From an optimization exercise on the open Yosys and OpenROAD flow, aimed at small area, a short achievable clock period and few clock cycles; shortcuts taken in it are not production practice.
Function was checked by simulation only, so behaviour that the tests miss may differ from the original.
No activity file was given, so power comes from the tool's default toggle rates.

$ cat design/flow/design.v
module seq_div (
    input  wire        clk,
    input  wire        load,
    input  wire        run,
    input  wire [31:0] dividend,
    input  wire [16:0] divisor,
    output wire        done,
    output reg  [16:0] rem,
    output reg  [16:0] p,
    output reg         q_lsb,
    output reg  [31:0] num         
);
    reg [5:0]  count;    
    wire [16:0] r = rem;
    wire [28:0] ge;
    genvar i;
    generate
        for (i = 0; i < 29; i = i + 1) begin : g_ge
            if (i < 16) assign ge[i] = ~|p[16:i+1];
            else        assign ge[i] = 1'b1;
        end
    endgenerate
    wire        skip16 = count[5] && ~|r && ~|num[31:16];
    wire [28:0] wide12 = {r, num[31:20]};
    wire        skip12 = (count >= 6'd12) && ~|(wide12 & ge);
    wire [20:0] wide   = {r, num[31:28]};
    wire        skip4  = (count >= 6'd4) && ~|(wide & ge[20:0]);
    wire [17:0] sh1  = {r, num[31]};
    wire [17:0] df1  = sh1 - {1'b0, p};
    wire        f1   = ~df1[17];
    wire [16:0] r1   = f1 ? df1[16:0] : sh1[16:0];
    wire [17:0] sh2  = {r1, num[30]};
    wire [17:0] df2  = sh2 - {1'b0, p};
    wire        f2   = ~df2[17];
    wire [16:0] r2   = f2 ? df2[16:0] : sh2[16:0];
    reg  [31:0] num_n;
    reg  [16:0] rem_n;
    reg  [5:0]  count_n;
    reg         q_n;
    always @(*) begin
        if (skip16) begin
            num_n = {num[15:0], 16'd0}; rem_n = r;          count_n = count - 6'd16; q_n = 1'b0;
        end else if (skip12) begin
            num_n = {num[19:0], 12'd0}; rem_n = wide12[16:0]; count_n = count - 6'd12; q_n = 1'b0;
        end else if (skip4) begin
            num_n = {num[27:0], 4'd0};  rem_n = wide[16:0]; count_n = count - 6'd4;  q_n = 1'b0;
        end else begin
            num_n = {num[29:0], 2'b00}; rem_n = r2;         count_n = count - 6'd2;  q_n = f2;
        end
    end
    assign done = run && count_n == 6'd0;
    always @(posedge clk) begin
        if (load) begin
            num   <= dividend;
            rem   <= 17'd0;
            p     <= divisor;
            count <= 6'd32;
        end else if (run) begin
            num   <= num_n;
            rem   <= rem_n;
            count <= count_n;
            q_lsb <= q_n;
        end
    end
endmodule
module via_unit (
    input  wire        clk,
    input  wire        rst,         
    input  wire        rd,          
    input  wire        wr,          
    input  wire        debug,       
    input  wire [3:0]  reg_idx,
    input  wire [7:0]  wdata,
    input  wire        mreset,      
    input  wire        pulse,       
    input  wire        step_clr,    
    input  wire        dec_t1_we,
    input  wire        dec_t2_we,
    input  wire [16:0] dec_c1,
    input  wire [16:0] dec_c2,
    input  wire        eng_t1_we,
    input  wire [16:0] eng_c1,
    input  wire        eng_t1_run,
    input  wire        eng_pb7,
    input  wire        eng_ifr6,
    input  wire        eng_t2_we,
    input  wire [16:0] eng_c2,
    input  wire        eng_ifr5,
    output reg  [7:0]  orb,
    output reg  [7:0]  ora,
    output reg  [7:0]  ddrb,
    output reg  [7:0]  ddra,
    output reg  [7:0]  acr,
    output reg  [15:0] t1_latch,
    output reg  [16:0] c1,          
    output reg  [16:0] c2,
    output reg         t1_run,
    output reg         t2_run,
    output reg         pb7,
    output reg  [31:0] pulses,
    output reg  [7:0]  rdata,
    output wire        irq
);
    reg [15:0] t2_latch;
    reg [7:0]  sr;
    reg [7:0]  pcr;
    reg [6:5]  ifr_t;       
    reg [6:0]  ier;
    wire [6:0] ifr = {ifr_t, 5'd0};
    assign irq = |(ifr & ier);
    always @(*) begin
        case (reg_idx)
            4'd0:  rdata = orb;
            4'd1:  rdata = ora;
            4'd2:  rdata = ddrb;
            4'd3:  rdata = ddra;
            4'd4:  rdata = 8'd0;           
            4'd5:  rdata = 8'd0;
            4'd6:  rdata = t1_latch[7:0];
            4'd7:  rdata = t1_latch[15:8];
            4'd8:  rdata = 8'd0;
            4'd9:  rdata = 8'd0;
            4'd10: rdata = sr;
            4'd11: rdata = acr;
            4'd12: rdata = pcr;
            4'd13: rdata = {irq, ifr};
            4'd14: rdata = {1'b1, ier};
            default: rdata = ora;
        endcase
    end
    wire rd_se = rd & ~debug;     
    wire [15:0] wsel = wr ? (16'd1 << reg_idx) : 16'd0;
    always @(posedge clk) begin
        if (rst | mreset) begin
            orb <= 8'd0; ora <= 8'd0; ddrb <= 8'd0; ddra <= 8'd0;
            acr <= 8'd0; pcr <= 8'd0; ier <= 7'd0;
        end else begin
            if (wsel[0])              orb  <= wdata;
            if (wsel[1] | wsel[15])   ora  <= wdata;
            if (wsel[2])              ddrb <= wdata;
            if (wsel[3])              ddra <= wdata;
            if (wsel[11])             acr  <= wdata;
            if (wsel[12])             pcr  <= wdata;
            if (wsel[14]) begin
                if (wdata[7]) ier <= ier | wdata[6:0];
                else          ier <= ier & ~wdata[6:0];
            end
        end
    end
    always @(posedge clk) begin
        if (rst) begin
            sr <= 8'd0; t1_latch <= 16'd0; t2_latch <= 16'd0;
        end else begin
            if (wsel[10])             sr <= wdata;
            if (wsel[4] | wsel[6])    t1_latch[7:0]  <= wdata;
            if (wsel[5] | wsel[7])    t1_latch[15:8] <= wdata;
            if (wsel[8])              t2_latch[7:0]  <= wdata;
            if (wsel[9])              t2_latch[15:8] <= wdata;
        end
    end
    always @(posedge clk) begin
        if (rst) begin
            c1 <= 17'd1;
        end else if (dec_t1_we) begin
            c1 <= dec_c1;
        end else if (eng_t1_we) begin
            c1 <= eng_c1;
        end else if (wsel[5]) begin
            c1 <= {1'b0, wdata, t1_latch[7:0]} + 17'd1;
        end
    end
    always @(posedge clk) begin
        if (rst) begin
            c2 <= 17'd1;
        end else if (dec_t2_we) begin
            c2 <= dec_c2;
        end else if (eng_t2_we) begin
            c2 <= eng_c2;
        end else if (wsel[9]) begin
            c2 <= {1'b0, wdata, t2_latch[7:0]} + 17'd1;
        end
    end
    always @(posedge clk) begin
        if (rst | mreset) begin
            t1_run <= 1'b0; pb7 <= 1'b0;
        end else if (eng_t1_we) begin
            t1_run <= eng_t1_run; pb7 <= eng_pb7;
        end else if (wsel[5]) begin
            t1_run <= 1'b1; pb7 <= 1'b0;
        end
    end
    always @(posedge clk) begin
        if (rst | mreset)
            t2_run <= 1'b0;
        else if (eng_t2_we)
            t2_run <= 1'b0;
        else if (wsel[9])
            t2_run <= 1'b1;
    end
    always @(posedge clk) begin
        if (rst | mreset | step_clr)
            pulses <= 32'd0;
        else if (pulse)
            pulses <= pulses + 32'd1;
    end
    always @(posedge clk) begin
        if (rst | mreset) begin
            ifr_t <= 2'b00;
        end else begin
            if ((eng_t1_we & eng_ifr6))
                ifr_t[6] <= 1'b1;
            else if ((rd_se & reg_idx == 4'd4) | wsel[5] | wsel[7] | (wsel[13] & wdata[6]))
                ifr_t[6] <= 1'b0;
            if ((eng_t2_we & eng_ifr5))
                ifr_t[5] <= 1'b1;
            else if ((rd_se & reg_idx == 4'd8) | wsel[9] | (wsel[13] & wdata[5]))
                ifr_t[5] <= 1'b0;
        end
    end
endmodule
module via_block (
    input  wire        clk,
    input  wire        rst,
    input  wire        cmd_valid,
    output reg         cmd_ready,
    input  wire [2:0]  cmd_op,       
    input  wire        cmd_unit,     
    input  wire        cmd_debug,    
    input  wire [3:0]  cmd_reg,
    input  wire [31:0] cmd_data,     
    input  wire        i2c_sda_in,   
    input  wire        ser_atn,
    input  wire        ser_clk,
    input  wire        ser_data,
    input  wire [3:0]  joy_data,     
    output reg         rsp_valid,
    output reg  [7:0]  rsp_rdata,
    output reg         rsp_i2c_step,
    output wire        irq1,
    output wire        irq2,
    output wire        pb7_1,
    output wire        pb7_2,
    output reg         i2c_sda_out,
    output reg         i2c_scl_out,
    output reg         joy_latch,
    output reg         joy_clk
);
    localparam OP_READ  = 3'd0;
    localparam OP_WRITE = 3'd1;
    localparam OP_STEP  = 3'd2;
    localparam OP_PULSE = 3'd3;
    localparam OP_RESET = 3'd4;
    localparam I2C_DATA_BIT = 0;
    localparam I2C_CLK_BIT  = 1;
    localparam JOY_LATCH_BIT = 2;
    localparam JOY_CLK_BIT  = 3;
    localparam SER_ATN_BIT  = 5;
    localparam SER_CLK_BIT  = 6;
    localparam SER_DATA_BIT = 7;
    reg         e_valid;
    reg  [2:0]  e_op;
    reg         e_unit;
    reg         e_sunit;         
    reg         e_debug;
    reg  [3:0]  e_reg;
    reg  [31:0] e_data;
    reg         e_sda, e_atn, e_sclk, e_sdata;
    reg  [3:0]  e_joy;
    wire eng_busy;
    wire eng_busy_n;
    wire accept = cmd_valid & cmd_ready;
    wire go     = e_valid & ~eng_busy;
    always @(posedge clk) begin
        if (rst)
            cmd_ready <= 1'b1;
        else
            cmd_ready <= ~((accept | (e_valid & eng_busy)) & eng_busy_n);
    end
    always @(posedge clk) begin
        if (rst) begin
            e_valid <= 1'b0;
        end else if (accept) begin
            e_valid <= 1'b1;
        end else if (go) begin
            e_valid <= 1'b0;
        end
    end
    always @(posedge clk) begin
        if (accept) begin
            e_op    <= cmd_op;
            e_unit  <= cmd_unit;
            if (cmd_op == OP_STEP) e_sunit <= cmd_unit;
            e_debug <= cmd_debug;
            e_reg   <= cmd_reg;
            e_data  <= cmd_data;
            e_sda   <= i2c_sda_in;
            e_atn   <= ser_atn;
            e_sclk  <= ser_clk;
            e_sdata <= ser_data;
            e_joy   <= joy_data;
        end
    end
    wire is_rd    = go && e_op == OP_READ;
    wire is_wr    = go && e_op == OP_WRITE;
    wire is_step  = go && e_op == OP_STEP;
    wire is_pulse = go && e_op == OP_PULSE;
    wire is_reset = go && e_op == OP_RESET;
    wire [7:0]  orb     [0:1];
    wire [7:0]  ora     [0:1];
    wire [7:0]  ddrb    [0:1];
    wire [7:0]  ddra    [0:1];
    wire [7:0]  acr     [0:1];
    wire [15:0] t1_latch[0:1];
    wire [16:0] c1      [0:1];     
    wire [16:0] c2      [0:1];
    wire        t1_run  [0:1];
    wire        t2_run  [0:1];
    wire        pb7     [0:1];
    wire [31:0] pulses  [0:1];
    wire [7:0]  rdata   [0:1];
    wire        irq     [0:1];
    reg         d_unit;          
    wire        und1, und2;
    wire [17:0] a1, a2;
    wire        eng_t1_we, eng_t2_we;
    wire [16:0] eng_c1, eng_c2;
    wire        eng_t1_run, eng_pb7, eng_ifr6;
    wire        eng_ifr5;
    genvar g;
    generate
        for (g = 0; g < 2; g = g + 1) begin : unit
            via_unit u (
                .clk        (clk),
                .rst        (rst),
                .rd         (is_rd    && e_unit == g),
                .wr         (is_wr    && e_unit == g),
                .debug      (e_debug),
                .reg_idx    (e_reg),
                .wdata      (e_data[7:0]),
                .mreset     (is_reset),
                .pulse      (is_pulse && e_unit == g),
                .step_clr   (is_step && e_unit == g),
                .dec_t1_we  (is_step && e_unit == g && !und1),
                .dec_t2_we  (is_step && e_unit == g && !und2),
                .dec_c1     (a1[16:0]),
                .dec_c2     (a2[16:0]),
                .eng_t1_we  (eng_t1_we && d_unit == g),
                .eng_c1     (eng_c1),
                .eng_t1_run (eng_t1_run),
                .eng_pb7    (eng_pb7),
                .eng_ifr6   (eng_ifr6),
                .eng_t2_we  (eng_t2_we && d_unit == g),
                .eng_c2     (eng_c2),
                .eng_ifr5   (eng_ifr5),
                .orb        (orb[g]),
                .ora        (ora[g]),
                .ddrb       (ddrb[g]),
                .ddra       (ddra[g]),
                .acr        (acr[g]),
                .t1_latch   (t1_latch[g]),
                .c1         (c1[g]),
                .c2         (c2[g]),
                .t1_run     (t1_run[g]),
                .t2_run     (t2_run[g]),
                .pb7        (pb7[g]),
                .pulses     (pulses[g]),
                .rdata      (rdata[g]),
                .irq        (irq[g])
            );
        end
    endgenerate
    assign irq1  = irq[0];
    assign irq2  = irq[1];
    assign pb7_1 = pb7[0];
    assign pb7_2 = pb7[1];
    wire [7:0] pa_ext;
    assign pa_ext[7:4] = e_joy;
    assign pa_ext[3:2] = 2'b00;
    assign pa_ext[I2C_CLK_BIT]  = i2c_scl_out;
    assign pa_ext[I2C_DATA_BIT] = e_sda;
    wire [7:0] pb_ext;
    assign pb_ext[SER_DATA_BIT] = e_sdata;
    assign pb_ext[SER_CLK_BIT]  = e_sclk;
    assign pb_ext[SER_ATN_BIT]  = e_atn;
    assign pb_ext[4:0] = 5'd0;
    wire [7:0] pa_read1 = (ora[0] & ddra[0]) | (pa_ext & ~ddra[0]);
    wire [7:0] pb_read1 = acr[0][1] ? 8'd0 : ((orb[0] & ddrb[0]) | (pb_ext & ~ddrb[0]));
    wire porta_reg = (e_reg == 4'd1) || (e_reg == 4'd15);
    wire [15:0] t_read = (e_reg[3] ? c2[e_unit][15:0] : c1[e_unit][15:0]) - 16'd1;
    reg [7:0] read_value;
    always @(*) begin
        read_value = rdata[e_unit];
        if (e_reg == 4'd4 || e_reg == 4'd8) read_value = t_read[7:0];
        if (e_reg == 4'd5 || e_reg == 4'd9) read_value = t_read[15:8];
        if (e_unit == 1'b0) begin
            if (e_reg == 4'd0)
                read_value = pb_read1;
            else if (porta_reg)
                read_value = pa_read1;
        end
    end
    wire i2c_step_now = go && e_unit == 1'b0 && porta_reg &&
                        ((e_op == OP_READ && !e_debug) || e_op == OP_WRITE);
    wire bridge_wr = is_wr && e_unit == 1'b0;
    wire push_reg  = e_reg <= 4'd3 || e_reg == 4'd15;
    wire [7:0] new_ora  = (porta_reg)     ? e_data[7:0] : ora[0];
    wire [7:0] new_ddra = (e_reg == 4'd3) ? e_data[7:0] : ddra[0];
    always @(posedge clk) begin
        if (rst) begin
            i2c_sda_out <= 1'b1;
            i2c_scl_out <= 1'b1;
            joy_latch   <= 1'b0;
            joy_clk     <= 1'b0;
        end else if (bridge_wr) begin
            if (push_reg) begin
                i2c_sda_out <= ~new_ddra[I2C_DATA_BIT] | new_ora[I2C_DATA_BIT];
                i2c_scl_out <= ~new_ddra[I2C_CLK_BIT]  | new_ora[I2C_CLK_BIT];
                joy_latch   <= new_ora[JOY_LATCH_BIT];
                joy_clk     <= new_ora[JOY_CLK_BIT];
            end else if (e_reg == 4'd12) begin
                if (e_data[7:5] == 3'b110) i2c_scl_out <= 1'b0;
                if (e_data[7:5] == 3'b111) i2c_scl_out <= 1'b1;
            end
        end
    end
    wire [31:0] k     = e_data;
    wire [16:0] c1m   = c1[e_sunit];
    wire [16:0] c2m   = c2[e_sunit];
    wire [15:0] l1m   = t1_latch[e_sunit];
    wire [31:0] e2    = acr[e_sunit][5] ? pulses[e_sunit] : k;
    assign a1 = {1'b0, c1m} - {1'b0, k[16:0]};
    assign a2 = {1'b0, c2m} - {1'b0, e2[16:0]};
    assign und1 = (|k[31:17])  | a1[17];
    assign und2 = (|e2[31:17]) | a2[17];
    wire [31:0] r1 = {a1[17] ? k[31:17] : k[31:17] - 15'd1, ~a1[16:0]};
    reg         s_t2a;           
    reg         s_t2;            
    reg         s_first;         
    reg         s_run;           
    reg         s_fin;           
    reg  [18:0] s2;
    reg eng_busy_r;
    always @(posedge clk) begin
        if (rst) eng_busy_r <= 1'b0;
        else     eng_busy_r <= eng_busy_n;
    end
    assign eng_busy = eng_busy_r;
    always @(posedge clk) begin
        if (!eng_busy) begin
            d_unit  <= e_sunit;
            s2      <= {3'd0, e2[31:16]} - {3'd0, e2[15:0]};
        end else if (s_t2a) begin
            s2      <= s2 + {2'd0, c2[d_unit]};
        end
    end
    wire        div_done;
    wire [16:0] div_rem, div_p;
    wire        div_q_lsb;
    wire [31:0] div_num;
    seq_div divider (
        .clk(clk), .load(!eng_busy), .run(s_run),
        .dividend(r1), .divisor({1'b0, l1m} + 17'd2),
        .done(div_done), .rem(div_rem), .p(div_p), .q_lsb(div_q_lsb),
        .num(div_num)
    );
    wire [16:0] x_in = s_first ? div_num[16:0] : div_rem;
    wire [17:0] x    = {1'b0, div_p} + {1'b1, ~x_in};
    wire        once = s_first && ~|div_num[31:17] && ~x[17];
    wire start1 = is_step && und1;
    wire start2 = is_step && und2;
    always @(posedge clk) begin
        if (rst) begin
            s_t2a   <= 1'b0;
            s_t2    <= 1'b0;
            s_first <= 1'b0;
            s_run   <= 1'b0;
            s_fin   <= 1'b0;
        end else begin
            s_t2a   <= start2;
            s_t2    <= s_t2a;
            s_first <= start1;
            s_run   <= start1 || (s_run && !once && !div_done);
            s_fin   <= div_done && !once;
        end
    end
    wire eng_end = eng_busy & ~s_t2a & ~(s_run & ~once);
    assign eng_busy_n = start1 | start2 | s_t2a | (s_run & ~once);
    wire q_odd  = s_fin & div_q_lsb;     
    wire run1d  = t1_run[d_unit];
    wire cont1d = acr[d_unit][6];
    assign eng_t1_we  = once | s_fin;
    assign eng_c1     = x[16:0];
    assign eng_ifr6   = run1d;
    assign eng_t1_run = run1d & cont1d;
    assign eng_pb7    = pb7[d_unit] ^ (run1d & (cont1d ? ~q_odd : 1'b1));
    wire        s2_neg = s2[18];
    wire        s2_big = ~s2[18] & (s2[17:0] >= 18'h10001);
    wire [18:0] c2u    = s2 + (s2_neg ? 19'h10001 : (s2_big ? 19'h6FFFF : 19'h0));
    assign eng_t2_we  = s_t2;
    assign eng_c2     = c2u[16:0];
    assign eng_ifr5   = t2_run[d_unit];
    always @(posedge clk) begin
        if (rst) begin
            rsp_valid    <= 1'b0;
            rsp_i2c_step <= 1'b0;
        end else begin
            rsp_valid    <= (go && !(start1 || start2)) || eng_end;
            rsp_i2c_step <= i2c_step_now;
        end
    end
    always @(posedge clk) begin
        rsp_rdata <= read_value;
    end
endmodule
$ cat design/flow/run.sh
#!/bin/bash
# synth_recipe.tcl (not shown) runs the flow's synth.tcl, then flattens the netlist and writes it again
# the make line also repeats each setting of config.mk as NAME=value (left out here)
make -C /OpenROAD-flow-scripts/flow DESIGN_CONFIG=/design/flow/config.mk WORK_HOME=/design/flow/orfs CLKGATE_MAP_FILE= SYNTH_SCRIPT=/design/flow/synth_recipe.tcl finish
$ cat design/flow/config.mk
export PLATFORM = sky130hd
export DESIGN_NAME = via_block
export DESIGN_NICKNAME = via_block
export VERILOG_FILES = /design/flow/design.v
export SDC_FILE = /design/flow/constraint.sdc
export NUM_CORES = 4
export LEC_CHECK = 0
export CAP_MARGIN = 20
export CORE_MARGIN = 2
export CORE_UTILIZATION = 40
export CTS_CLUSTER_DIAMETER = 100
export CTS_CLUSTER_SIZE = 20
export PLACE_DENSITY = 0.6
export SETUP_SLACK_MARGIN = 5
export SLEW_MARGIN = 20
$ cat design/flow/constraint.sdc
create_clock -name core_clock -period 10.0 [get_ports {clk}]
set_input_delay 2.0000 -clock core_clock [delete_from_list [all_inputs] [get_ports {clk}]]
set_output_delay 2.0000 -clock core_clock [all_outputs]
set_load 0.01 [all_outputs]
==> results of run 1 <==
metal layers:
layer	up-vias	wire length [um]	global-route usage	part of all wire
met5	-	13	0	0.00011
met4	2	4390	0.0943	0.037
met3	212	9190	0.0382	0.078
met2	1286	52200	0.431	0.45
met1	14600	51300	0.383	0.44
li1	14500	-	-	-
worst max-delay path, cell delays in order (launching register included):
cell,delay [ns]
edfxtp_1,0.46
inv_2,0.13
ha_4,0.20
nor2b_4,0.12
o31a_1,0.35
o211ai_1,0.32
a41oi_2,0.23
nor2_4,0.20
xnor2_4,0.15
buf_8,0.18
nor2_4,0.04
a21oi_2,0.14
ha_1,0.26
nor2b_4,0.13
o31a_1,0.35
o21ai_4,0.22
a31oi_4,0.14
a211oi_4,0.32
a21oi_2,0.13
nor3_4,0.15
buf_6,0.14
nor2_4,0.05
buf_12,0.13
mux2_4,0.30
a21oi_2,0.12
path summary, 6_finish.rpt:
path,startpoint,to,slack [ns],depth (start not counted)
worst max-delay path,divider.p[1],divider.rem[0],4.96,24
worst min-delay path,unit[0].u.orb[2],unit[0].u.orb[2],0.46,2
worst max register to register,divider.p[1],divider.rem[0],4.96,24
worst min register to register,unit[0].u.orb[2],unit[0].u.orb[2],0.46,2
cells by family after synthesis:
kind of cell,after synthesis,synth area share
compound gates,1104,0.216
xor+xnor,245,0.0664
fa+ha+maj,158,0.0630
buf+inv,359,0.0426
flops,480,0.335
mux,198,0.0705
simple gates,1446,0.207
layout make-up:
type,instances,area [um^2],area share
sequential,480,10800,0.302
clock buffer,45,848,0.0237
clock inverter,7,95.1,0.00266
multi-input combinational,3152,20700,0.578
tap,1060,1330,0.0371
inverter,108,405,0.0113
timing repair buffer,175,1620,0.0451
cells in the mapped netlist (38+ instances only):
cell      number
a211oi_1     124
a21oi_1      419
nor2b_1       48
clkbuf_1     212
a21o_1        40
ha_1         150
dfxtp_1      360
nand2_1      462
xnor2_1      134
mux2_2        76
nor2_1       359
a22oi_1       49
xor2_1       111
nand3_1      249
nor3_1        88
o21ai_0      158
edfxtp_1     120
o211ai_1      41
and3_1        38
mux2i_1      106
or3_1         44
inv_1        106
timing repair:
| action | CTS | global route |
|---|---|---|
| gates resized for setup | 41 | 61 |
| gates cloned | 2 | 1 |
| pin swaps | 11 | 41 |
| setup endpoints to repair | 81 | 49 |
| buffers inserted | 17 | 21 |
power by group through the flow:
stage / registers (mW) / clock network, mW / logic, mW
after floorplan: 2.13 / 0 / 0.694
after global placement: 2.17 / 0 / 0.974
after detailed placement: 2.17 / 0 / 0.977
after CTS: 2.12 / 1.39 / 1.03
after global routing: 2.13 / 1.46 / 1.19
final: 2.12 / 1.38 / 1.11
stage by stage:
step | util | power, mW
floorplan | - | 2.82
global placement | 0.423 | 3.15
detailed placement | 0.423 | 3.15
CTS | 0.439 | 4.54
global route | 0.446 | 4.78
finish | 0.446 | 4.61
==> metrics.md, run 1 <==
| Metric | Value |
|---|---|
| Worst Tran Pin Value | `~1.1 ns` |
| Critical Path RT | `10.58 ns` |
| FILL cells | `between 7000 and 8000` |
| Initial DRC Count | `between 3000 and 4000` |
| Final Max Tran Viols | `0` |
| Overflow after GRT | `0` |
| Worst setup EP type | `flop` |
| Drt drc | `0` |
| Initial antenna violation count | `1` |
| Fmax | `0.198 GHz` |
| Sequential cell area fraction in the yosys report | `0.335` |
| Nets@finish | `roughly 4200` |
| Share of cells above drive strength 1 | `0.0907` |
| Sequential Power Share | `0.461` |
| Final wirelength | `approximately 120000 um` |
| Area leader, netlist | `dfxtp_1` |
| Ys Warns | `3` |
| Yosys top cell area share | `0.223` |
| Final setup margin | `slightly below 5 ns` |
| Vias in the first global route | `approximately 28000` |
| Fin crit period | `5.04 ns` |
| Max VDD drop | `approximately 0.15 mV` |
| Die area | `between 80000 and 90000 um^2` |
| Cell area after layout | `approximately 36000 um^2` |
| Sum Neg Setup Slack | `0 ns` |
| Hold Fails Final Rpt | `0` |
| Yosys reg bits | `480` |
| Final Cycle Share | `0.504` |
| Combinational group share of total power | `0.240` |
| Commonest non-fill, non-tap cell in the layout | `nand2_1` |
| DR WL/cell | `roughly 23 um` |
| Leading post-synthesis cells by cell area | `dfxtp_1 22%, edfxtp_1 11%, a21oi_1 6.5%` |
| Synth async-reset ratio | `0` |
| Mean Syn Cell Area | `between 8 and 9 um^2` |
| Die W | `~290 um` |
| Outcome | `timing/DRC/antenna clean` |
| Detail Route Antenna Nets | `0` |
| Drt first pass iters | `6` |
| WS Path Type | `flop to flop` |
| Clock Latency Late Sink | `~0.64 ns` |
| Root Buffer | `clkbuf_16` |
| Largest registers | `unit.u.pulses (64), unit.u.c1 (34), unit.u.c2 (34)` |
| Critical Path AT | `between 5 and 6 ns` |
| Cell Pwr Density | `129 nW/um^2` |
| Layout area overhead | `10.8%` |
| Layout Cells excl Fill | `about 5000` |
| Global-route wire length before repair | `between 150000 and 200000 um` |
| Row count | `between 100 and 150` |
| Final setup vio count | `0` |
| DP HPWL | `roughly 84000 um` |
| # IOs | `a little over 70` |
| Critical Path Source Type | `flop` |
| Ant diodes | `0` |
| Netlist Area Pre-Place | `32300 um^2` |
| Post-synth EDFFs | `120` |
| Sinks on Clock Net | `480` |
| Placed Area | `34000 um^2` |
| Leak | `between 10 and 15 nW` |
| Core area | `80300 um^2` |
| Die height | `288 um` |
| Net Count, Synth | `4200` |
| Port bufs | `70` |
| Max-cap violations | `0` |
| Net Sw Frac | `0.326` |
| Total GRT Usage | `0.273` |
| TritonCTS buffer count | `30` |
| Reg with most FFs | `unit.u.pulses` |
| Peak fanout along the critical path | `8` |
| Pre-CTS WS | `4.05 ns` |
| Dpl cells | `4933` |
| Clock buffer depth | `3` |
| CTS Hold Bufs | `0` |
| RSZ-0062 raised after global routing | `true` |
| Initial Util | `0.403` |
| Max reg flops | `64` |
| Cells after synthesis | `around 4000` |
| Synth cell types | `84` |
| H-tree Lvls | `1` |
| Mean number of vias per cell | `6.08` |
| Clock power frac | `0.299` |
| Placer Congestion | `between 0.9 and 1` |
| P_int | `slightly above 3 mW` |
| CTS tree | `built` |
| Main synth FF type | `dfxtp_1` |
| Min-delay worst type | `flop to flop` |
| Switch Pwr | `between 1.5 and 2 mW` |
| Vias post-DR | `30600` |
| Most frequent cells in the layout | `461 x nand2_1, 410 x a21oi_1, 354 x dfxtp_1` |
| Largest net degree at the start of global routing | `85` |
| Hold Slack | `around 0.46 ns` |
| Worst Clk Skew | `0.0363 ns` |
| Max-slew headroom | `0.267` |
| Worst-path clk slew | `around 0.1 ns` |
Testbench counts, summed over its fixed seeds: cycles 18,703.
==> run 2, diff against run 1 <==
--- a/design/flow/design.v
+++ b/design/flow/design.v
@@ -21,5 +21,4 @@
         end
     endgenerate
-    wire        skip16 = count[5] && ~|r && ~|num[31:16];
     wire [28:0] wide12 = {r, num[31:20]};
     wire        skip12 = (count >= 6'd12) && ~|(wide12 & ge);
@@ -39,7 +38,5 @@
     reg         q_n;
     always @(*) begin
-        if (skip16) begin
-            num_n = {num[15:0], 16'd0}; rem_n = r;          count_n = count - 6'd16; q_n = 1'b0;
-        end else if (skip12) begin
+        if (skip12) begin
             num_n = {num[19:0], 12'd0}; rem_n = wide12[16:0]; count_n = count - 6'd12; q_n = 1'b0;
         end else if (skip4) begin
--- a/design/flow/config.mk
+++ b/design/flow/config.mk
@@ -8,8 +8,8 @@
 export CAP_MARGIN = 20
 export CORE_MARGIN = 2
-export CORE_UTILIZATION = 40
+export CORE_UTILIZATION = 55
 export CTS_CLUSTER_DIAMETER = 100
 export CTS_CLUSTER_SIZE = 20
-export PLACE_DENSITY = 0.6
+export PLACE_DENSITY = 0.7
 export SETUP_SLACK_MARGIN = 5
 export SLEW_MARGIN = 20
==> metrics.md, run 2 <==
| Metric | Value |
|---|---|
| Most frequent cell after synthesis | `nand2_1` |
| Synth cell types | `97 (+15%)` |
| RSZ-0062 raised after global routing | `true` |
| Overflow after GRT | `0 (unchanged)` |
| Fin crit period | `5.03 ns (-0.00362 ns)` |
| Post-synth EDFFs | `120 (unchanged)` |
| Yosys reg bits | `480 (unchanged)` |
| Share of cells above drive strength 1 | `0.0862 (-0.00460)` |
| Drt first pass iters | `7 (+1)` |
| Leading post-synthesis cells by cell area | `dfxtp_1 23%, edfxtp_1 11%, nand2_1 6.5%` |
| Sum Neg Setup Slack | `0 ns (unchanged)` |
| Net Count, Synth | `4047 (-3.6%)` |
| # IOs | `71 (unchanged)` |
| Total GRT Usage | `0.349 (+0.0752)` |
| Port bufs | `70 (unchanged)` |
| Detail Route Antenna Nets | `0 (unchanged)` |
| Cells after synthesis | `3838 (-3.8%)` |
| Synth async-reset ratio | `0 (unchanged)` |
| Max-slew headroom | `0.251 (-0.0158)` |
| Max reg flops | `64 (unchanged)` |
| Worst setup EP type | `flop` |
| Die height | `244 um (-15%)` |
| Die W | `244 um (-15%)` |
| Vias in the first global route | `27000 (-4.8%)` |
| Sequential cell area fraction in the yosys report | `0.342 (+0.00732)` |
| Clock Latency Late Sink | `0.62 ns (-0.02 ns)` |
| Core area | `56600 um^2 (-29%)` |
| Commonest non-fill, non-tap cell in the layout | `nand2_1` |
| Final setup vio count | `0 (unchanged)` |
| CTS tree | `built` |
| CP max stage delay | `0.42 ns (-0.04 ns)` |
| Largest net degree at the start of global routing | `101 (+19%)` |
| Min-delay worst type | `flop to flop` |
| Cell area after layout | `34500 um^2 (-3.5%)` |
| Critical Path Source Type | `flop` |
| Final Max Tran Viols | `0 (unchanged)` |
| CTS Hold Bufs | `0 (unchanged)` |
| Final Cycle Share | `0.503 (about the same)` |
| Main synth FF type | `dfxtp_1` |
| Most frequent cells in the layout | `543 x nand2_1, 372 x nor2_1, 367 x a21oi_1` |
| Critical Path RT | `10.52 ns (-0.06 ns)` |
| R2r worst-path depth | `25 (+4.2%)` |
| Post-synth top cells | `548 x nand2_1, 377 x nor2_1, 373 x a21oi_1` |
| Drt drc | `0 (unchanged)` |
| RR Endpoint | `divider.rem[10]` |
| Peak fanout along the critical path | `8 (unchanged)` |
| Initial DRC Count | `3770 (+10%)` |
| TritonCTS buffer count | `30 (unchanged)` |
| Placer Congestion | `0.996 (+1.9%)` |
| Final Util | `0.610 (+0.164)` |
| Worst Clk Skew | `0.0219 ns (-0.0144 ns)` |
| Yosys top cell area share | `0.228 (+0.00488)` |
| Clock buffer depth | `3 (unchanged)` |
| Mean Syn Cell Area | `8.24 um^2 (+1.7%)` |
| Max VDD drop | `0.160 mV (+9.7%)` |
| Final wirelength | `107000 um (-8.9%)` |
| Die area | `59400 um^2 (-28%)` |
| Worst Tran Pin Value | `1.12 ns (+0.0262 ns)` |
| Hold Fails Final Rpt | `0 (unchanged)` |
| Critical Path AT | `5.55 ns (-0.06 ns)` |
| DR WL/cell | `23.2 um (-0.43%)` |
| Ys Warns | `3 (unchanged)` |
| Initial antenna violation count | `1 (unchanged)` |
| DP HPWL | `76500 um (-9.4%)` |
| Vias post-DR | `29500 (-3.5%)` |
| Max-cap violations | `0 (unchanged)` |
| CP startpoint | `divider.p[1]` |
| Outcome | `timing/DRC/antenna clean` |
| Worst-path clk slew | `0.08 ns (-0.02 ns)` |
| Nets@finish | `4030 (-3.1%)` |
| Leak | `12.5 nW (+0.18%)` |
| Netlist Area Pre-Place | `31600 um^2 (-2.1%)` |
| Cell Pwr Density | `128 nW/um^2 (-0.83%)` |
| Sinks on Clock Net | `480 (unchanged)` |
| H-tree Lvls | `1 (unchanged)` |
| Area leader, netlist | `dfxtp_1` |
| Mean number of vias per cell | `6.41 (+5.5%)` |
| Worst reg2reg path startpoint | `divider.p[1]` |
| Reg with most FFs | `unit.u.pulses` |
| Row count | `87 (-16%)` |
| Initial Util | `0.559 (+0.156)` |
| Root Buffer | `clkbuf_16` |
| Layout area overhead | `9.21%` |
| WS Path Type | `flop to flop` |
| Ant diodes | `0 (unchanged)` |
| Largest registers | `unit.u.pulses (64), unit.u.c1 (34), unit.u.c2 (34)` |
| R2R Setup Slk | `4.97 ns (about the same)` |
| Fmax | `0.199 GHz (about the same)` |
| Most common cell on crit path | `nor2b_4` |
| CP max-delay cell | `edfxtp_1` |
| Global-route wire length before repair | `163000 um (-8.0%)` |
| Placed Area | `32900 um^2 (-3.3%)` |
| Setup crit end | `divider.rem[10]` |
run 2: cell types whose count changed after synthesis, moves of 18 or more:
| cell | delta |
|---|---|
| nand2_1 | +86 |
| nor2_1 | +18 |
| buf_2 | +28 |
| mux2i_1 | +68 |
| clkbuf_1 | -56 |
| a21oi_1 | -46 |
| a22oi_1 | -22 |
| nand3_1 | -155 |
| a211oi_1 | -35 |
| o21ai_0 | +43 |
| o22ai_1 | -20 |
run 2: timing repair:
| action | CTS | global route |
|---|---|---|
| setup buffers | 16 | 21 |
| gates cloned | 3 | 0 |
| pin swaps | 14 | 40 |
| hold endpoints to repair | 0 | 0 |
| resized for setup | 31 | 67 |
| setup endpoints to repair | 87 | 51 |
run 2: per-layer routing:
layer | up-vias | GRT usage | share of wire
met1 | 14000 | 0.486 | 0.42
li1 | 13700 | - | -
met3 | 287 | 0.0563 | 0.096
met5 | - | 0 | 0.00010
met4 | 2 | 0.136 | 0.045
met2 | 1526 | 0.540 | 0.44
run 2: cell families after synthesis:
| kind of cell | Yosys count | share of synthesized area |
|---|---|---|
| flip-flops | 480 | 0.342 |
| adder cells (fa/ha/maj) | 157 | 0.0640 |
| buffers and inverters | 311 | 0.0390 |
| multiplexers | 253 | 0.0889 |
| XOR/XNOR | 250 | 0.0703 |
| AND/OR/NAND/NOR | 1393 | 0.199 |
| AO/OA/AOI/OAI | 994 | 0.197 |
run 2: how the worst min path moves through the flow:
stage / startpoint / endpoint / slack, ns / cells after the start
global route: unit[0].u.orb[7] / unit[0].u.orb[7] / 0.47 / 2
global placement: unit[0].u.orb[5] / unit[0].u.orb[5] / 0.44 / 2
floorplan: e_sunit / d_unit / 0.42 / 0
CTS: unit[0].u.orb[5] / unit[0].u.orb[5] / 0.46 / 2
finish: unit[0].u.orb[7] / unit[0].u.orb[7] / 0.46 / 2
detailed placement: unit[0].u.orb[5] / unit[0].u.orb[5] / 0.45 / 2
run 2: worst max-delay path, delay by kind of cell, from the launching register on:
| kind | cells | cell delay (ns) |
|---|---|---|
| AOI/OAI and AO/OA | 10 | 2.11 |
| xor gates and xnor gates | 2 | 0.45 |
| adders and majority gates | 2 | 0.46 |
| buffers and inverters | 4 | 0.59 |
| DFF | 1 | 0.42 |
| muxes | 1 | 0.19 |
| and+or+nand+nor | 6 | 0.69 |
run 2: area by class of cell:
type	count	area (um^2)
Multi-Input combinational cell	3047	20000
Clock inverter	6	60.1
Tap cell	756	946
Fill cell	5169	22100
Inverter	100	387
Timing Repair Buffer	162	1490
Clock buffer	47	877
Sequential cell	480	10800
run 2: where the power goes:
part | internal [mW] | leakage, nW | total (mW) | switching (mW)
combinational | 0.378 | 7.93 | 0.951 | 0.573
clock | 0.615 | 0.455 | 1.35 | 0.731
sequential | 2.05 | 4.15 | 2.11 | 0.0671
total | 3.04 | 12.5 | 4.41 | 1.37
run 2: metrics by stage:
| step | power (mW) | hold slack [ns] | setup WS [ns] | instances |
|---|---|---|---|---|
| floorplan | 2.75 | 0.421 | 5.04 | 3838 |
| global placement | 3.01 | 0.440 | 4.20 | 4505 |
| detailed placement | 3.01 | 0.446 | 4.17 | 4505 |
| CTS | 4.37 | 0.457 | 4.99 | 4577 |
| global route | 4.56 | 0.469 | 4.78 | 4598 |
| finish | 4.41 | 0.456 | 4.97 | 4598 |
Testbench counts of run 2, summed over its fixed seeds: cycles 18,760.
==> run 3, diff against run 2 <==
--- a/design/flow/design.v
+++ b/design/flow/design.v
@@ -8,8 +8,10 @@
     output reg  [16:0] rem,
     output reg  [16:0] p,
+    input  wire [17:0] divisor3,   
     output reg         q_lsb,
     output reg  [31:0] num         
 );
     reg [5:0]  count;    
+    reg [17:0] p3;       
     wire [16:0] r = rem;
     wire [28:0] ge;
@@ -25,12 +27,13 @@
     wire [20:0] wide   = {r, num[31:28]};
     wire        skip4  = (count >= 6'd4) && ~|(wide & ge[20:0]);
-    wire [17:0] sh1  = {r, num[31]};
-    wire [17:0] df1  = sh1 - {1'b0, p};
-    wire        f1   = ~df1[17];
-    wire [16:0] r1   = f1 ? df1[16:0] : sh1[16:0];
-    wire [17:0] sh2  = {r1, num[30]};
-    wire [17:0] df2  = sh2 - {1'b0, p};
-    wire        f2   = ~df2[17];
-    wire [16:0] r2   = f2 ? df2[16:0] : sh2[16:0];
+    wire [18:0] x2   = {r, num[31:30]};
+    wire [19:0] df1  = {1'b0, x2} - {3'd0, p};
+    wire [19:0] df2  = {1'b0, x2} - {2'd0, p, 1'b0};
+    wire [19:0] df3  = {1'b0, x2} - {2'd0, p3};
+    wire        f1   = ~df1[19];
+    wire        f2   = ~df2[19];
+    wire        f3   = ~df3[19];
+    wire [16:0] r2   = f3 ? df3[16:0] : (f2 ? df2[16:0] : (f1 ? df1[16:0] : x2[16:0]));
+    wire        q2   = f3 | (f1 & ~f2);
     reg  [31:0] num_n;
     reg  [16:0] rem_n;
@@ -43,5 +46,5 @@
             num_n = {num[27:0], 4'd0};  rem_n = wide[16:0]; count_n = count - 6'd4;  q_n = 1'b0;
         end else begin
-            num_n = {num[29:0], 2'b00}; rem_n = r2;         count_n = count - 6'd2;  q_n = f2;
+            num_n = {num[29:0], 2'b00}; rem_n = r2;         count_n = count - 6'd2;  q_n = q2;
         end
     end
@@ -52,4 +55,5 @@
             rem   <= 17'd0;
             p     <= divisor;
+            p3    <= divisor3;
             count <= 6'd32;
         end else if (run) begin
@@ -458,4 +462,5 @@
         .clk(clk), .load(!eng_busy), .run(s_run),
         .dividend(r1), .divisor({1'b0, l1m} + 17'd2),
+        .divisor3({1'b0, l1m, 1'b0} + {2'b0, l1m} + 18'd6),
         .done(div_done), .rem(div_rem), .p(div_p), .q_lsb(div_q_lsb),
         .num(div_num)
==> design/flow/flow/run.sh (new file) <==
#!/bin/bash
set -euo pipefail
SETUP_MARGIN=6.5

# standard.sh's make command with the margin added; the DEF is written below
sed -e "s/ \"\\\${@:-finish}\"\$/ SETUP_SLACK_MARGIN=${SETUP_MARGIN} \"\${@:-finish}\"/" \
    -e '/^if \[\[ -f /,/^fi$/d' standard.sh > standard_margin.sh
grep -q "SETUP_SLACK_MARGIN=${SETUP_MARGIN} " standard_margin.sh
! grep -q "write_def" standard_margin.sh

bash standard_margin.sh finish > make.log 2>&1

# final DEF, as standard.sh writes it
RESULTS=orfs/results/${FLOW_PLATFORM}/via_block/base
: # left out here: write the final layout as DEF
==> design/flow/standard.sh (new file) <==
#!/bin/bash
# synth_recipe.tcl (not shown) runs the flow's synth.tcl, then flattens the netlist and writes it again
# the make line also repeats each setting of config.mk as NAME=value (left out here)
make -C /OpenROAD-flow-scripts/flow DESIGN_CONFIG=/design/flow/config.mk WORK_HOME=/design/flow/orfs CLKGATE_MAP_FILE= SYNTH_SCRIPT=/design/flow/synth_recipe.tcl "${@:-finish}"
--- a/design/flow/config.mk
+++ b/design/flow/config.mk
@@ -12,4 +12,3 @@
 export CTS_CLUSTER_SIZE = 20
 export PLACE_DENSITY = 0.7
-export SETUP_SLACK_MARGIN = 5
 export SLEW_MARGIN = 20
removed: design/flow/run.sh
==> metrics.md, run 3 <==
| Metric | Value |
|---|---|
| Buf/Inv on CP | `2 (-2)` |
| R2r worst-path depth | `16 (-36%)` |
| Largest registers | `unit.u.pulses (64), unit.u.c1 (34), unit.u.c2 (34)` |
| Hold Fails Final Rpt | `0 (unchanged)` |
| Clock Latency Late Sink | `0.64 ns (+0.02 ns)` |
| Routed met2 length | `53100 um (+13%)` |
| H-tree Lvls | `1 (unchanged)` |
| Net Count, Synth | `4291 (+6.0%)` |
| Crit-path cells | `nor4_4 -> nand4_1 -> a21oi_2 -> or2_4 -> clkinvlp_4 -> buf_6 -> ha_4 -> o21a_1 -> o31a_1 -> o211ai_1 -> a31oi_2 -> a31oi_2 -> nor2b_1 -> o41a_1 -> a21oi_2 -> o41ai_2` |
| Critical path depth in cells | `16 (-36%)` |
| Sequential cell area fraction in the yosys report | `0.331 (-0.0106)` |
| Worst Tran Pin Value | `1.02 ns (-0.102 ns)` |
| Initial Util | `0.555 (-0.00386)` |
| Cells after synthesis | `4033 (+5.1%)` |
| Outcome | `timing/DRC/antenna clean` |
| # IOs | `71 (unchanged)` |
| Mean number of vias per cell | `6.58 (+2.6%)` |
| Met3 WL | `13300 um (+29%)` |
| Leading post-synthesis cells by cell area | `dfxtp_1 21%, edfxtp_1 12%, ha_1 7.2%` |
| Max-slew headroom | `0.320 (+0.0693)` |
| DP HPWL | `82300 um (+7.7%)` |
| WS Path Type | `flop to flop` |
| Worst reg2reg path startpoint | `s2[15]` |
| CP startpoint | `s2[15]` |
| R2R Setup Slk | `5.96 ns (+1.00 ns)` |
| Critical Path RT | `10.50 ns (-0.02 ns)` |
| Yosys top cell area share | `0.211 (-0.0170)` |
| Max-cap violations | `0 (unchanged)` |
| Final wirelength | `122000 um (+14%)` |
| Reg area | `11300 um^2 (+4.8%)` |
| CP max stage delay | `0.48 ns (+0.06 ns)` |
| Detail Route Antenna Nets | `0 (unchanged)` |
| Ys Warns | `3 (unchanged)` |
| CTS tree | `built` |
| Vias in the first global route | `29500 (+9.3%)` |
| Multi-input gate area | `23400 um^2 (+17%)` |
| CP max-delay cell | `edfxtp_1` |
| Root Buffer | `clkbuf_16` |
| Sum Neg Setup Slack | `0 ns (unchanged)` |
| Global-route wire length before repair | `175000 um (+7.7%)` |
| Post-synth top cells | `458 x nand2_1, 457 x nor2_1, 360 x dfxtp_1` |
| Main synth FF type | `dfxtp_1` |
| Drt first pass iters | `9 (+2)` |
| Layout area overhead | `17.0%` |
| Total GRT Usage | `0.354 (+0.00496)` |
| Synth cell types | `109 (+12%)` |
| Share of cells above drive strength 1 | `0.161 (+0.0750)` |
| Max layer used | `met4` |
| Hold Slack | `0.460 ns (+0.00368 ns)` |
| Worst Clk Skew | `0.0288 ns (+0.00689 ns)` |
| Worst path top cell family by delay | `compound AO/OA/AOI/OAI gates` |
| Max reg flops | `64 (unchanged)` |
| Max VDD drop | `0.126 mV (-21%)` |
| Synth async-reset ratio | `0 (unchanged)` |
| Reg with most FFs | `unit.u.pulses` |
| Row count | `91 (+4.6%)` |
| Setup crit end | `unit[1].u.c2[16]` |
| Final Max Tran Viols | `0 (unchanged)` |
| Post-synth EDFFs | `137 (+14%)` |
| Most frequent cells in the layout | `448 x nand2_1, 432 x nor2_1, 346 x dfxtp_1` |
| Yosys reg bits | `497 (+3.5%)` |
| Fin crit period | `4.04 ns (-0.996 ns)` |
| RR Endpoint | `unit[1].u.c2[16]` |
| Met1 WL | `48200 um (+7.6%)` |
| Overflow after GRT | `0 (unchanged)` |
| Peak fanout along the critical path | `5 (-3)` |
| Total power | `4.75 mW (+7.8%)` |
| RSZ-0062 raised after global routing | `true` |
| Clock buffer depth | `3 (unchanged)` |
| Largest net degree at the start of global routing | `84 (-17%)` |
| Vias post-DR | `32900 (+12%)` |
| Mean Syn Cell Area | `8.47 um^2 (+2.8%)` |
| Netlist Area Pre-Place | `34200 um^2 (+8.1%)` |
| Worst setup EP type | `flop` |
| Leak | `14.8 nW (+18%)` |
| Die area | `64200 um^2 (+7.9%)` |
| Cell Pwr Density | `119 nW/um^2 (-6.9%)` |
| Most frequent cell after synthesis | `nand2_1` |
| Sinks on Clock Net | `497 (+3.5%)` |
| Critical Path Source Type | `flop` |
| Worst-path clk slew | `0.09 ns (about the same)` |
| Area leader, netlist | `dfxtp_1` |
| Ant diodes | `0 (unchanged)` |
| Critical Path AT | `4.54 ns (-1.01 ns)` |
| FILL cells | `5043 (-2.4%)` |
| Final Cycle Share | `0.404 (-0.0996)` |
| Fmax | `0.248 GHz (+25%)` |
| Core area | `61600 um^2 (+8.8%)` |
| Drt drc | `0 (unchanged)` |
| Nets@finish | `4406 (+9.3%)` |
| Die W | `253 um (+3.9%)` |
| Commonest non-fill, non-tap cell in the layout | `nand2_1` |
| Min-delay worst type | `flop to flop` |
| Initial DRC Count | `4450 (+18%)` |
| Final setup vio count | `0 (unchanged)` |
| TritonCTS buffer count | `30 (unchanged)` |
| Initial antenna violation count | `0 (-1)` |
| Port bufs | `70 (unchanged)` |
| DR WL/cell | `24.4 um (+5.1%)` |
| Die height | `253 um (+3.9%)` |
| Placer Congestion | `1.02 (+2.6%)` |
==> run 3: cell count changes after synthesis, sizes merged, moves of 22 or more <==
cell,previous run,this run
nand2,549,459
nand3,94,117
ha,149,196
a21oi,376,302
inv,97,119
nor2,377,465
a211oi,89,116
==> run 3: layout make-up <==
cell class | count | area share
Sequential cell | 497 | 0.284
Inverter | 120 | 0.0116
Timing Repair Buffer | 282 | 0.0700
Multi-Input combinational cell | 3217 | 0.586
Tap cell | 837 | 0.0262
Clock buffer | 48 | 0.0205
Clock inverter | 7 | 0.00244
==> run 3: report_power, final <==
part	internal [mW]	total, mW	leakage, nW	switching, mW
Sequential	2.13	2.21	4.35	0.0798
Clock	0.599	1.35	0.439	0.753
Combinational	0.488	1.19	9.97	0.706
==> run 3: per-stage QoR <==
step	std cells	setup slack (ns)	utilization	cell area, um^2
5_1_grt	5008	5.90	0.649	40000
4_1_cts	4906	6.30	0.611	37600
2_1_floorplan	4033	6.37	-	34300
3_5_place_dp	4788	5.30	0.578	35600
3_3_place_gp	4788	5.34	0.577	35600
6_report	5008	5.96	0.649	40000
==> run 3: worst min-delay path by stage <==
stage | start | to | slack [ns] | depth (start not counted)
final | unit[0].u.pcr[6] | unit[0].u.pcr[6] | 0.46 | 2
after global routing | flop | flop | 0.48 | 2
after CTS | unit[1].u.acr[7] | unit[1].u.acr[7] | 0.46 | 2
after detailed placement | unit[1].u.acr[7] | unit[1].u.acr[7] | 0.45 | 2
after global placement | unit[0].u.ora[7] | unit[0].u.ora[7] | 0.44 | 2
after floorplan | unit[0].u.ora[7] | unit[0].u.ora[7] | 0.43 | 2
==> run 3: kinds of logic after synthesis <==
family	synth area share
AND/OR/NAND/NOR	0.200
AO/OA/AOI/OAI	0.194
multiplexers	0.0893
adder cells (fa/ha/maj)	0.0776
XOR/XNOR	0.0689
flip-flops	0.331
buffers and inverters	0.0387
==> run 3: timing repair <==
item                       4_1_cts  5_1_grt
hold buffers                     0        0
pin swaps                       39      120
setup endpoints to repair      233      266
cloned                           9        5
buffers inserted                54       97
resized for setup              133      321
==> run 3: layer usage <==
metal | track usage | vias to the layer above
li1 | - | 14900
met1 | 0.480 | 15600
met2 | 0.541 | 1966
met3 | 0.0594 | 436
met4 | 0.181 | 0
met5 | 0 | -
==> run 3: tightest hold or removal path: cells and delay by family, from the launching register on <==
kind,cells,cell delay [ns]
AOI/OAI and AO/OA,1,0.05
DFF,1,0.32
and+or+nand+nor,1,0.05
Testbench counts of run 3, summed over its fixed seeds: cycles 18,760.
==> run 4, diff against run 3 <==
--- a/design/flow/design.v
+++ b/design/flow/design.v
@@ -496,7 +496,7 @@
     assign eng_t1_run = run1d & cont1d;
     assign eng_pb7    = pb7[d_unit] ^ (run1d & (cont1d ? ~q_odd : 1'b1));
-    wire        s2_neg = s2[18];
-    wire        s2_big = ~s2[18] & (s2[17:0] >= 18'h10001);
-    wire [18:0] c2u    = s2 + (s2_neg ? 19'h10001 : (s2_big ? 19'h6FFFF : 19'h0));
+    wire [18:0] s2_up = s2 + 19'h10001;
+    wire [18:0] s2_dn = s2 - 19'h10001;
+    wire [18:0] c2u   = s2[18] ? s2_up : (s2_dn[18] ? s2 : s2_dn);
     assign eng_t2_we  = s_t2;
     assign eng_c2     = c2u[16:0];
--- a/design/flow/flow/run.sh
+++ b/design/flow/flow/run.sh
@@ -1,5 +1,5 @@
 #!/bin/bash
 set -euo pipefail
-SETUP_MARGIN=6.5
+SETUP_MARGIN=6.0
 
 # standard.sh's make command with the margin added; the DEF is written below
--- a/design/flow/config.mk
+++ b/design/flow/config.mk
@@ -8,7 +8,7 @@
 export CAP_MARGIN = 20
 export CORE_MARGIN = 2
-export CORE_UTILIZATION = 55
+export CORE_UTILIZATION = 65
 export CTS_CLUSTER_DIAMETER = 100
 export CTS_CLUSTER_SIZE = 20
-export PLACE_DENSITY = 0.7
+export PLACE_DENSITY = 0.75
 export SLEW_MARGIN = 20
==> metrics.md, run 4 <==
| Metric | Value |
|---|---|
| Clock buffer depth | `3 (unchanged)` |
| Max reg flops | `64 (unchanged)` |
| WS Path Type | `flop to flop` |
| Most frequent cell after synthesis | `nand2_1` |
| Synth async-reset ratio | `0 (unchanged)` |
| Initial antenna violation count | `2 (+2)` |
| Final Max Tran Viols | `0 (unchanged)` |
| Area leader, netlist | `dfxtp_1` |
| Layout area overhead | `7.67%` |
| Hold Slack | `0.455 ns (-0.00481 ns)` |
| Multi-input gate area | `21800 um^2 (-7.0%)` |
| TritonCTS buffer count | `29 (-3.3%)` |
| Final Util | `0.704 (+0.0548)` |
| DR WL/cell | `24.6 um (+0.91%)` |
| Post-synth top cells | `527 x nand2_1, 459 x nor2_1, 360 x dfxtp_1` |
| Total GRT Usage | `0.421 (+0.0678)` |
| Outcome | `timing/DRC/antenna clean` |
| Global-route wire length before repair | `177000 um (+0.94%)` |
| XOR/XNOR Fraction of Synth Area | `0.0696 (+0.000697)` |
| Reg with most FFs | `unit.u.pulses` |
| Max-cap violations | `0 (unchanged)` |
| Leak | `13.6 nW (-7.6%)` |
| Fmax | `0.252 GHz (+1.9%)` |
| Critical Path RT | `10.57 ns (+0.07 ns)` |
| Critical Path Source Type | `flop` |
| Drt first pass iters | `7 (-2)` |
| Mean number of vias per cell | `6.80 (+3.3%)` |
| Die W | `233 um (-7.8%)` |
| Port bufs | `70 (unchanged)` |
| Synth Area in Compound Gates | `0.195 (+0.00108)` |
| Worst Clk Skew | `0.0412 ns (+0.0124 ns)` |
| Die area | `54500 um^2 (-15%)` |
| Drt drc | `0 (unchanged)` |
| Min-delay worst type | `flop to flop` |
| Most frequent cells in the layout | `523 x nand2_1, 455 x nor2_1, 355 x dfxtp_1` |
| Sequential cell area fraction in the yosys report | `0.331 (-0.000339)` |
| Final Cycle Share | `0.396 (-0.00742)` |
| Detail Route Antenna Nets | `0 (unchanged)` |
| Leading post-synthesis cells by cell area | `dfxtp_1 21%, edfxtp_1 12%, ha_1 6.7%` |
| Vias post-DR | `32700 (-0.75%)` |
| Core area | `52300 um^2 (-15%)` |
| RSZ-0062 raised after global routing | `true` |
| Hold Fails Final Rpt | `0 (unchanged)` |
| Max-slew headroom | `0.195 (-0.126)` |
| Overflow after GRT | `0 (unchanged)` |
| # IOs | `71 (unchanged)` |
| Adder-cell share of the synthesized area | `0.0718 (-0.00578)` |
| Sum Neg Setup Slack | `0 ns (unchanged)` |
| Fin crit period | `3.96 ns (-0.0742 ns)` |
| Clock Latency Late Sink | `0.65 ns (about the same)` |
| Critical Path AT | `4.53 ns (about the same)` |
| Max VDD drop | `0.145 mV (+16%)` |
| Cells after synthesis | `4119 (+2.1%)` |
| Worst-path clk slew | `0.10 ns (about the same)` |
| Sinks on Clock Net | `497 (unchanged)` |
| Mean Syn Cell Area | `8.31 um^2 (-2.0%)` |
| CTS Hold Bufs | `0 (unchanged)` |
| CTS tree | `built` |
| Main synth FF type | `dfxtp_1` |
| FILL cells | `4409 (-13%)` |
| Ys Warns | `3 (unchanged)` |
| Synth cell types | `98 (-10%)` |
| Reg area | `11300 um^2 (about the same)` |
| Post-synth EDFFs | `137 (unchanged)` |
| Largest net degree at the start of global routing | `98 (+17%)` |
| Root Buffer | `clkbuf_16` |
| Net Count, Synth | `4362 (+1.7%)` |
| Initial DRC Count | `4344 (-2.4%)` |
| Die height | `233 um (-7.8%)` |
| Nets@finish | `4341 (-1.5%)` |
| Peak fanout along the critical path | `14 (+9)` |
| Initial Util | `0.654 (+0.0988)` |
| Placer Congestion | `1.02 (-0.56%)` |
| DP HPWL | `85500 um (+3.9%)` |
| Main combinational cell family by area after synthesis | `simple AND/OR/NAND/NOR gates` |
| Netlist Area Pre-Place | `34200 um^2 (+0.10%)` |
| Commonest non-fill, non-tap cell in the layout | `nand2_1` |
| H-tree Lvls | `1 (unchanged)` |
| Final setup vio count | `0 (unchanged)` |
| Worst setup EP type | `flop` |
| Row count | `84 (-7.7%)` |
| Yosys reg bits | `497 (unchanged)` |
| Post-Synth Simple-Gate Area | `0.203 (+0.00309)` |
| Mux cell area share after synthesis | `0.0888 (-0.000530)` |
| Final wirelength | `118000 um (-3.1%)` |
| Yosys top cell area share | `0.211 (-0.000216)` |
| Cell Pwr Density | `116 nW/um^2 (-2.5%)` |
| Share of cells above drive strength 1 | `0.0811 (-0.0800)` |
| Largest registers | `unit.u.pulses (64), unit.u.c1 (34), unit.u.c2 (34)` |
| Vias in the first global route | `29700 (+0.59%)` |
| Worst Tran Pin Value | `1.20 ns (+0.180 ns)` |
-- run 4: critical path, stage by stage (launching register included) --
cell and delay (ns):
edfxtp_1 0.43, or3b_1 0.57, nor3b_4 0.47, nor2b_2 0.93, nand3_1 0.70, o311ai_0 0.53, nand3_1 0.12, a21oi_1 0.15
-- run 4: kinds of logic (layout without fill, tap and decap cells) --
family / Yosys count / after routing
xor+xnor: 272 / 272
buf+inv: 342 / 340
other cells: 0 / 5
flops: 497 / 497
simple gates: 1512 / 1512
compound gates: 1033 / 1033
fa+ha+maj: 191 / 191
mux: 272 / 273
-- run 4: layout make-up --
| class | count | area share |
|---|---|---|
| flip-flops and latches | 497 | 0.308 |
| repair buffers | 157 | 0.0408 |
| diodes | 5 | 0.000340 |
| well taps | 688 | 0.0234 |
| clock inverters | 3 | 0.00129 |
| inverters | 132 | 0.0138 |
| multi-input cells | 3281 | 0.591 |
| clock buffers | 48 | 0.0219 |
-- run 4: metal layers --
metal  up-vias  part of all wire  global-route usage
li1      14900                 -                   -
met1     15400              0.40               0.559
met5         -          0.000084                   0
met4         2             0.059               0.202
met2      1939              0.43               0.647
met3       433              0.12               0.100
-- run 4: repair_timing --
item | in CTS | in global routing
setup endpoints to repair | 121 | 89
resized for setup | 28 | 41
setup buffers | 10 | 21
cloned | 3 | 1
pin swaps | 1 | 7
-- run 4: report_power, final --
group          switching [mW]  internal (mW)
Sequential             0.0863           2.13
Combinational           0.491          0.270
Clock                   0.735          0.561
Total                    1.31           2.96
-- run 4: worst paths after layout --
path / slack, ns / end / startpoint / cells past startpoint
max reg2reg: 6.04 / unit[0].u.c2[16] / e_op[2] / 7
min: 0.45 / unit[0].u.orb[5] / unit[0].u.orb[5] / 2
max: 6.04 / unit[0].u.c2[16] / e_op[2] / 7
min reg2reg: 0.45 / unit[0].u.orb[5] / unit[0].u.orb[5] / 2
-- run 4: per-stage QoR --
stage	setup WS, ns	power (mW)	cells	instance area, um^2
final	6.04	4.27	4811	36800
after global routing	5.95	4.39	4806	36800
after CTS	6.00	4.23	4783	36500
after detailed placement	4.97	2.98	4719	35300
after global placement	5.03	2.97	4719	35300
after floorplan	6.11	2.73	4119	34200
Testbench counts of run 4, summed over its fixed seeds: cycles 18,760.
==> run 5, diff against run 4 <==
==> design/flow/flow/run.sh (replaced) <==
#!/bin/bash
set -euo pipefail

sed -e 's/ "\${@:-finish}"$/ SETUP_SLACK_MARGIN=6.1 '"'"'BUFFER_PORTS_ARGS=-buffer_cell sky130_fd_sc_hd__buf_2'"'"' "${@:-finish}"/' \
    -e '/^if \[\[ -f /,/^fi$/d' standard.sh > standard_margin.sh
grep -q "SETUP_SLACK_MARGIN=6.1 'BUFFER_PORTS_ARGS=-buffer_cell sky130_fd_sc_hd__buf_2' " standard_margin.sh
! grep -q "write_def" standard_margin.sh

# ORFS (yosys, openroad, klayout) via make; each step also logs under orfs/logs
bash standard_margin.sh finish > make.log 2>&1

# final DEF, as standard.sh writes it
RESULTS=orfs/results/${FLOW_PLATFORM}/via_block/base
: # left out here: write the final layout as DEF
==> metrics.md, run 5 <==
| Metric | Value |
|---|---|
| Net Count, Synth | `4362 (unchanged)` |
| Cell Pwr Density | `116 nW/um^2 (+0.34%)` |
| Dpl cells | `4719 (unchanged)` |
| RSZ-0062 raised after global routing | `false` |
| Synth async-reset ratio | `0 (unchanged)` |
| FILL cells | `4392 (-0.39%)` |
| Main synth FF type | `dfxtp_1` |
| Post-synth top cells | `527 x nand2_1, 459 x nor2_1, 360 x dfxtp_1` |
| Sinks on Clock Net | `497 (unchanged)` |
| Met3 WL | `13900 um (+0.52%)` |
| Final wirelength | `119000 um (+0.51%)` |
| Worst reg2reg path startpoint | `e_sunit` |
| Die W | `233 um (unchanged)` |
| Share of cells above drive strength 1 | `0.103 (+0.0223)` |
| Vias post-DR | `32800 (+0.42%)` |
| Drt first pass iters | `6 (-1)` |
| Initial DRC Count | `4541 (+4.5%)` |
| Min-delay worst type | `flop to flop` |
| # IOs | `71 (unchanged)` |
| Outcome | `timing/DRC/antenna clean` |
| Ant diodes | `0 (-5)` |
| DP HPWL | `85300 um (-0.22%)` |
| Max-slew headroom | `0.268 (+0.0736)` |
| Worst setup EP type | `flop` |
| CTS Hold Bufs | `0 (unchanged)` |
| Port bufs | `70 (unchanged)` |
| Critical Path AT | `4.16 ns (-0.37 ns)` |
| Peak fanout along the critical path | `13 (-1)` |
| Reg with most FFs | `unit.u.pulses` |
| WS Path Type | `flop to flop` |
| Mean number of vias per cell | `6.82 (+0.29%)` |
| Post-synth EDFFs | `137 (unchanged)` |
| Initial antenna violation count | `3 (+1)` |
| Layout area overhead | `7.10%` |
| Combinational group share of total power | `0.178 (about the same)` |
| Layout Cells excl Fill | `4817 (+0.12%)` |
| Vias in the first global route | `30100 (+1.4%)` |
| Mean Syn Cell Area | `8.31 um^2 (unchanged)` |
| R2R Setup Slk | `6.19 ns (+0.15 ns)` |
| R2r worst-path depth | `17 (+10)` |
| Max layer used | `met5` |
| Die area | `54500 um^2 (unchanged)` |
| Worst Tran Pin Value | `1.09 ns (-0.110 ns)` |
| Core area | `52300 um^2 (unchanged)` |
| Root Buffer | `clkbuf_16` |
| Max reg flops | `64 (unchanged)` |
| Clock Latency Late Sink | `0.65 ns (about the same)` |
| Final Cycle Share | `0.381 (-0.0155)` |
| Fmax | `0.263 GHz (+4.1%)` |
| Initial Util | `0.654 (unchanged)` |
| TritonCTS buffer count | `29 (unchanged)` |
| Area leader, netlist | `dfxtp_1` |
| Sequential cell area fraction in the yosys report | `0.331 (unchanged)` |
| DR WL/cell | `24.7 um (+0.39%)` |
| Drt drc | `0 (unchanged)` |
| Most frequent cells in the layout | `522 x nand2_1, 454 x nor2_1, 358 x dfxtp_1` |
| CP startpoint | `e_sunit` |
| Clock buffer depth | `3 (unchanged)` |
| Yosys top cell area share | `0.211 (unchanged)` |
| Largest registers | `unit.u.pulses (64), unit.u.c1 (34), unit.u.c2 (34)` |
| Nets@finish | `4352 (+0.25%)` |
| Sequential Power Share | `0.520 (+0.002)` |
| Commonest non-fill, non-tap cell in the layout | `nand2_1` |
| Final setup vio count | `0 (unchanged)` |
| Detail Route Antenna Nets | `0 (unchanged)` |
| CP max-delay cell | `edfxtp_1` |
| Met1 WL | `46200 um (-1.3%)` |
| Switch Pwr | `1.31 mW (+0.11%)` |
| Overflow after GRT | `0 (unchanged)` |
| Cells after synthesis | `4119 (unchanged)` |
| Yosys reg bits | `497 (unchanged)` |
| Final Max Tran Viols | `0 (unchanged)` |
| Reg area | `11300 um^2 (about the same)` |
| Critical Path Source Type | `flop` |
| Clock power frac | `0.303 (about the same)` |
| CTS tree | `built` |
| Ys Warns | `3 (unchanged)` |
| Leak | `13.7 nW (+0.76%)` |
| Most frequent cell after synthesis | `nand2_1` |
| RR Endpoint | `s2[14]` |
| Sum Neg Setup Slack | `0 ns (unchanged)` |
| Largest net degree at the start of global routing | `88 (-10%)` |
| Hold Fails Final Rpt | `0 (unchanged)` |
| Placer Congestion | `1.05 (+3.3%)` |
| P_int | `2.95 mW (-0.33%)` |
| Final setup margin | `6.19 ns (+0.155 ns)` |
| Hold Slack | `0.456 ns (+0.000804 ns)` |
| Setup crit end | `s2[14]` |
| Net Sw Frac | `0.308 (+0.000924)` |
| Crit-path cells | `buf_4 -> buf_4 -> bufbuf_16 -> mux2i_1 -> nor2_1 -> a21oi_2 -> ha_1 -> fa_1 -> nor2b_1 -> o21ai_0 -> a21boi_1 -> o2111ai_2 -> nand3_1 -> nand3_1 -> nor3b_2 -> xor2_2 -> mux2i_1` |
| Leading post-synthesis cells by cell area | `dfxtp_1 21%, edfxtp_1 12%, ha_1 6.7%` |
| Critical Path RT | `10.36 ns (-0.21 ns)` |
| Global-route wire length before repair | `179000 um (+1.0%)` |
| Max-cap violations | `0 (unchanged)` |
| Die height | `233 um (unchanged)` |
| Routed met2 length | `51600 um (+1.5%)` |
| H-tree Lvls | `1 (unchanged)` |
| Max VDD drop | `0.161 mV (+11%)` |
| Pre-CTS WS | `4.94 ns (-0.0251 ns)` |
| Total GRT Usage | `0.426 (+0.00473)` |
| CP max stage delay | `0.40 ns (-0.53 ns)` |
| Multi-input gate area | `21900 um^2 (+0.51%)` |
| Row count | `84 (unchanged)` |
| Synth cell types | `98 (unchanged)` |
| Fin crit period | `3.81 ns (-0.155 ns)` |
| Netlist Area Pre-Place | `34200 um^2 (unchanged)` |
| Worst Clk Skew | `0.0354 ns (-0.00575 ns)` |
| Worst-path clk slew | `0.09 ns (about the same)` |
run 5: cell types whose count changed in the layout (fill, tap and decap cells not counted), sizes merged:
cell / delta
buf: +81
clkbuf: -4
clkdlybuf4s50: -69
clkinv: +2
clkinvlp: -1
diode: -5
inv: +1
nor2: +1
run 5: layout make-up:
cell class | count | area share
flip-flops and latches | 497 | 0.309
inverters | 132 | 0.0136
repair buffers | 167 | 0.0337
multi-input cells | 3282 | 0.597
clock buffers | 46 | 0.0221
clock inverters | 5 | 0.000956
well taps | 688 | 0.0235
run 5: worst max-delay path, delay by kind of cell (launching register included):
family,cells,cell delay (ns)
fa+ha+maj,2,0.46
flops,1,0.40
buf+inv,3,0.60
compound gates,4,0.86
mux,2,0.30
xor+xnor,1,0.26
simple gates,5,0.63
run 5: layer usage:
| layer | track usage | up-vias |
|---|---|---|
| met5 | 0 | - |
| met4 | 0.215 | 4 |
| met3 | 0.0923 | 458 |
| met2 | 0.656 | 2039 |
| met1 | 0.565 | 15500 |
| li1 | - | 14900 |
run 5: how the worst min path moves through the flow:
stage	start	end	slack (ns)	cells past startpoint
3_3_place_gp	unit[0].u.orb[6]	unit[0].u.orb[6]	0.44	2
2_1_floorplan	unit[1].u.pcr[6]	unit[1].u.pcr[6]	0.43	2
4_1_cts	unit[0].u.orb[5]	unit[0].u.orb[5]	0.46	2
6_report	unit[0].u.orb[7]	unit[0].u.orb[7]	0.46	2
3_5_place_dp	unit[1].u.acr[4]	unit[1].u.acr[4]	0.45	2
5_1_grt	flop	flop	0.47	2
run 5: logic make-up (layout without fill, tap and decap cells):
group / count (synthesis) / after routing / share of synthesized area
muxes: 272 / 273 / 0.0888
buffers and inverters: 342 / 350 / 0.0404
AOI/OAI and AO/OA: 1033 / 1033 / 0.195
adders and majority gates: 191 / 191 / 0.0718
DFF: 497 / 497 / 0.331
xor gates and xnor gates: 272 / 272 / 0.0696
and+or+nand+nor: 1512 / 1513 / 0.203
run 5: power by group through the flow:
stage,Combinational [mW],Clock [mW],Sequential [mW]
after global routing,0.809,1.36,2.22
after CTS,0.724,1.28,2.21
after global placement,0.710,0,2.26
after detailed placement,0.715,0,2.26
after floorplan,0.512,0,2.22
final,0.758,1.29,2.21
run 5: metrics by stage:
step	utilization	power (mW)	area [um^2]
6_report	0.700	4.26	36600
3_5_place_dp	0.669	2.97	35000
4_1_cts	0.693	4.22	36300
3_3_place_gp	0.669	2.97	35000
2_1_floorplan	-	2.73	34200
5_1_grt	0.700	4.38	36600
run 5: what timing repair did:
action	CTS	global route
gates cloned	4	1
buffers inserted	21	21
pin swaps	3	15
setup endpoints to repair	229	194
resized for setup	38	55
endpoints found under the hold margin	0	0

port drivers added, routing unchanged:
In the flow no input, the clock included, has a driving cell. The finished layouts below were timed again as built, in two steps. Step 1 assumes that a clkbuf_16 drives the clock port and a buf_2 every other input. Step 2 also shifts input and output timing later by t, the mid clock arrival at the registers, as if the neighbouring blocks saw the same clock. a / b / c = ideal ports / drivers / drivers and shift; a / b = the first two.
| run | t (ns) | setup WS [ns] | pins driven straight from the clock port |
|---|---|---|---|
| run 1 | 0.693 | 4.962 / 4.962 / 4.874 | 1 |
| run 2 | 0.679 | 4.966 / 4.966 / 4.966 | 1 |
| run 3 | 0.693 | 5.962 / 5.962 / 5.919 | 1 |
| run 4 | 0.695 | 6.036 / 5.982 / 5.646 | 1 |
| run 5 | 0.690 | 6.191 / 6.191 / 5.673 | 1 |
After both steps every run listed still meets setup and hold. For run 5, which loses most, drivers alone change the setup slack by 0.000 ns; drivers and shift together by -0.518 ns.
